Background: an optimization exercise with open tools, aiming at small area, a short achievable clock period and few clock cycles. Do not read the settings as production practice.
At most, simulation tests tie the RTL to the original design; equivalence was not proved.
Power and IR drop assume default switching activity.

Setup of red:
Design irpc_decode, start of the top module:
module irpc_decode (
    input  wire        clk,
    input  wire        rst,         
    input  wire        in_valid,
    input  wire [15:0] in_tick,
    input  wire        in_last,
    output wire        in_ready,
    output reg         out_valid,
    output reg  [2:0]  out_kind,
    output wire [15:0] out_data
);
    localparam [2:0] K_HEAD = 3'd1, K_SYM = 3'd2, K_END = 3'd3,
                     K_REPEAT = 3'd4, K_DONE = 3'd5;
    localparam [2:0] F_UNKNOWN = 3'd0, F_AEHA = 3'd1, F_NEC = 3'd2,
                     F_SONY = 3'd3, F_IRIS = 3'd4;
    localparam [1:0] S_K0 = 2'd0, S_CL = 2'd1, S_BODY = 2'd2;
    localparam [1:0] CF_AEHA = 2'd0, CF_NEC = 2'd1, CF_SONY = 2'd2, CF_IRIS = 2'd3;
    reg        rdy;
    assign in_ready = rdy;
    reg        xv, xl;
    reg [15:0] x;
    reg [1:0]  st;
    reg        xs;                      
    reg        len2;                    
    reg [1:0]  cf;
    reg [4:0]  cc;                      
    reg [10:0] tcl;                     
    reg [10:0] tch;                     
    reg [11:0] tcl3;                    
    reg        ipre;                    
    reg        cempty;
    reg [15:0] a1r;
    reg [17:0] a2r;
    reg [11:0] rl;                      
    reg [11:0] rh;                      
    reg        fv, fl, fchk;
    reg        hld, hb;                 
    reg        ycl;                     
    reg        ciris;                   
    reg [2:0]  fam;
    reg [18:0] acc;                     
    reg        nrep;                    
    reg        par;                     
    reg [1:0]  ao;                      
    reg [2:0]  sv;                      
    reg [10:0] nsym;
    reg        owe_end, owe_done;
    reg [13:0] od;                      
    assign out_data = {od[13:11], 2'b00, od[10:0]};
    wire [10:0] pend = tch;
    wire cl      = (st == S_CL);
    wire cl_hi   = !cc[0];              
    wire cl_iris = (cf == CF_IRIS);
    wire cl_nec  = (cf == CF_NEC);
    wire cl_sony = (cf == CF_SONY);
    wire [16:0] tx1 = ycl ? {acc[15:0], 1'b0} : {x, 1'b0};
  ...
For scale: ~2000 cells after synthesis, about 200 flip-flops, ~41 I/O pins, roughly 17000 um2 of cells after synthesis.
make LEC_CHECK=0 CAP_MARGIN=20 CORE_MARGIN=2 CORE_UTILIZATION=40 SETUP_SLACK_MARGIN=4.5 SLEW_MARGIN=20 TNS_END_PERCENT=5 finish   # period 8.0 ns
run.sh (not shown) runs the stock make flow with config.mk's settings and CLKGATE_MAP_FILE= SYNTH_SCRIPT=/design/flow/synth_recipe.tcl, a recipe that flattens the netlist after the stock synthesis.
Testbench counts of red, summed over its fixed seeds: cycles 19,592.
Input changes introduced in blue (baseline for comparison: red):
-- flow/config.mk --
<<< red, line 9
export CORE_MARGIN = 2
export CORE_UTILIZATION = 40
export SETUP_SLACK_MARGIN = 4.5
export SLEW_MARGIN = 20
export TNS_END_PERCENT = 5
>>> blue, line 9
export CORE_MARGIN = 2
export CORE_UTILIZATION = 55
export SETUP_SLACK_MARGIN = 5.0
export SLEW_MARGIN = 20
==> run notes <==
red → blue: initial detailed-routing violation count up about 60%; overall power shows an increase of 12%; clock period minus final worst setup slack now smaller; fraction of the core area covered by cells at the end of the flow increased 28 points; worst slack after detailed placement now larger. Cell count: blue higher than red. blue vs. red: maximum frequency went up by about 2.6%, worst setup skew after layout went up by 0.0037 ns, detailed-route wire length went up by 13%, setup slack went up by 0.10 ns.
Setup changes, blue to green
-- flow/config.mk --
<<< blue, line 9
export CORE_MARGIN = 2
export CORE_UTILIZATION = 55
export SETUP_SLACK_MARGIN = 5.0
export SLEW_MARGIN = 20
>>> green, line 9
export CORE_MARGIN = 2
export CORE_UTILIZATION = 40
export SETUP_SLACK_MARGIN = 4.0
export SLEW_MARGIN = 20
### Flow results
No run among green and blue stopped early or left any final violation; all are clean. Taking blue as the reference, in green first-pass GRT wire length -9600 um; clock-buffer cell count +2; share of the final layout cell area in multi-input gates +0.85 points.
#### Input delta (orange over green)
-- flow/config.mk --
<<< green, line 10
export CORE_UTILIZATION = 40
export SETUP_SLACK_MARGIN = 4.0
export SLEW_MARGIN = 20
>>> orange, line 10
export CORE_UTILIZATION = 40
export SETUP_SLACK_MARGIN = 4.5
export SLEW_MARGIN = 20
[summary]
- Looking at number of fill cells, orange sits 101 lower than green does.
- Clock transition at the registers of the reported paths: orange vs green, no meaningful difference
- Compared with green, orange shows a lower number of antenna violations at the first check in global routing.
- orange against green: post-placement cell area increased about 0.35%; utilization now sits higher; power saw an increase.

* * *

Setup of oak:
Another version of the RTL of irpc_decode (not shown whole).
For scale: roughly 2600 cells after synthesis, about 140 flip-flops.
Settings: LEC_CHECK=0, ABC_AREA=1, CAP_MARGIN=20, CORE_MARGIN=2, CORE_UTILIZATION=40, SLEW_MARGIN=20; clock period 8.0 ns.
oak completed every stage of the flow, and the final layout passed the timing, DRC and antenna checks.
Testbench counts of oak, summed over its fixed seeds: cycles 19,420.
The inputs of pine differ from those of oak as listed below.
# oak
export LEC_CHECK = 0
export ABC_AREA = 1
export CAP_MARGIN = 20
export CORE_MARGIN = 2
export CORE_UTILIZATION = 40
export SLEW_MARGIN = 20
create_clock -name core_clock -period 8.0 [get_ports {clk}]
# pine
export LEC_CHECK = 0
export CAP_MARGIN = 20
export CORE_MARGIN = 2
export CORE_UTILIZATION = 40
export SLEW_MARGIN = 20
create_clock -name core_clock -period 8.0 [get_ports {clk}]
Findings:
- pine vs oak — global placement routability congestion dropped slightly
- From oak to pine the numbers moved as follows: number of buffers inserted during clock tree synthesis ~0 delta; minimum setup slack among reg-to-reg paths fell by 470 ps; detailed router's first-iteration violation count fell 37; synthesized cell count lower.
- Per the comparison of pine with oak, area of the mapped netlist has decreased, clock power has increased, share of the final layout cell area in multi-input gates has increased, count of max-cap constraint violations has remained practically unchanged.
- Both conditions hold for pine: the flow ran to the end and the final layout passed the timing, DRC and antenna checks.
- In the flow results for pine and oak, the logic gate share of total power is smaller on pine.

* * *

Setup of old:
irpc_decode, a different RTL version from the one above (not shown whole).
Size in the first run: about 2100 cells after synthesis, ~190 flip-flops, roughly 41 I/O pins, about 18000 um2 of cells after synthesis.
Settings: LEC_CHECK=0, CAP_MARGIN=20, CORE_MARGIN=2, CORE_UTILIZATION=40, SLEW_MARGIN=20; clock period 8.0 ns.
Input-level comparison between new and old:
Settings: SETUP_SLACK_MARGIN now 4.5, previously not set.
Results
Both conditions hold for new: the flow ran to the end and the final layout passed the timing, DRC and antenna checks.
Looking only at maximum net fanout on the critical path, and setting everything else aside, the higher value of new and old goes to old.
Compared with old, new shows a cell area after layout that is about 20% higher.
| global-route wire length before repair | lower: old |
Setup slack after layout (lower): old
Delta(met2 routing resource usage after global routing, new - old) > 0
Relative to old, post-CTS repair timing setup buffer count increased by 122 in new.
There was hardly any difference in footprint of the flip-flops and latches between old and new.
Compare new and old | sum of buffers and inverters on the critical path higher: new
Lower fraction of area in multi-input gates goes to new over old.
Taking old as 1.0, new lands at 1.13 on power.
Summary — detail-routed net length per standard cell, new relative to old: higher, by about 4.5%.
No functional check of the RTL was part of any run of this note.

==> what the ideal ports hide <==
Ports are ideal in the flow. The routed layouts listed here were re-timed in OpenROAD. Step 1: set_driving_cell puts a clkbuf_16 on clk and a buf_2 on each other input, an assumption about the parent block. Step 2, shift: input delay + t, output delay - t, t = (earliest + latest rising clock arrival at the registers) / 2. This alone moves slack from input paths to output paths. Slacks: ideal / step 1 / step 2; pairs: ideal / step 1.
run | t (ns) | setup WS [ns] | slew at the worst register clock pin (ns)
red | 0.532 | 4.071 / 4.071 / 3.894 | 0.08 / 0.08
blue | 0.528 | 4.172 / 4.172 / 3.806 | 0.09 / 0.09
green | 0.532 | 4.066 / 4.066 / 3.724 | 0.09 / 0.09
orange | 0.529 | 4.178 / 4.178 / 3.892 | 0.08 / 0.08
oak | 0.543 | 2.079 / 2.079 / 2.079 | 0.07 / 0.07
pine | 0.512 | 1.606 / 1.606 / 1.606 | 0.08 / 0.08
old | 0.551 | 2.840 / 2.840 / 2.802 | 0.08 / 0.08
new | 0.567 | 4.021 / 4.021 / 3.811 | 0.08 / 0.08
After both steps every run listed still meets setup and hold. For blue, which loses most, drivers alone change the setup slack by 0.000 ns; drivers and shift together by -0.366 ns.
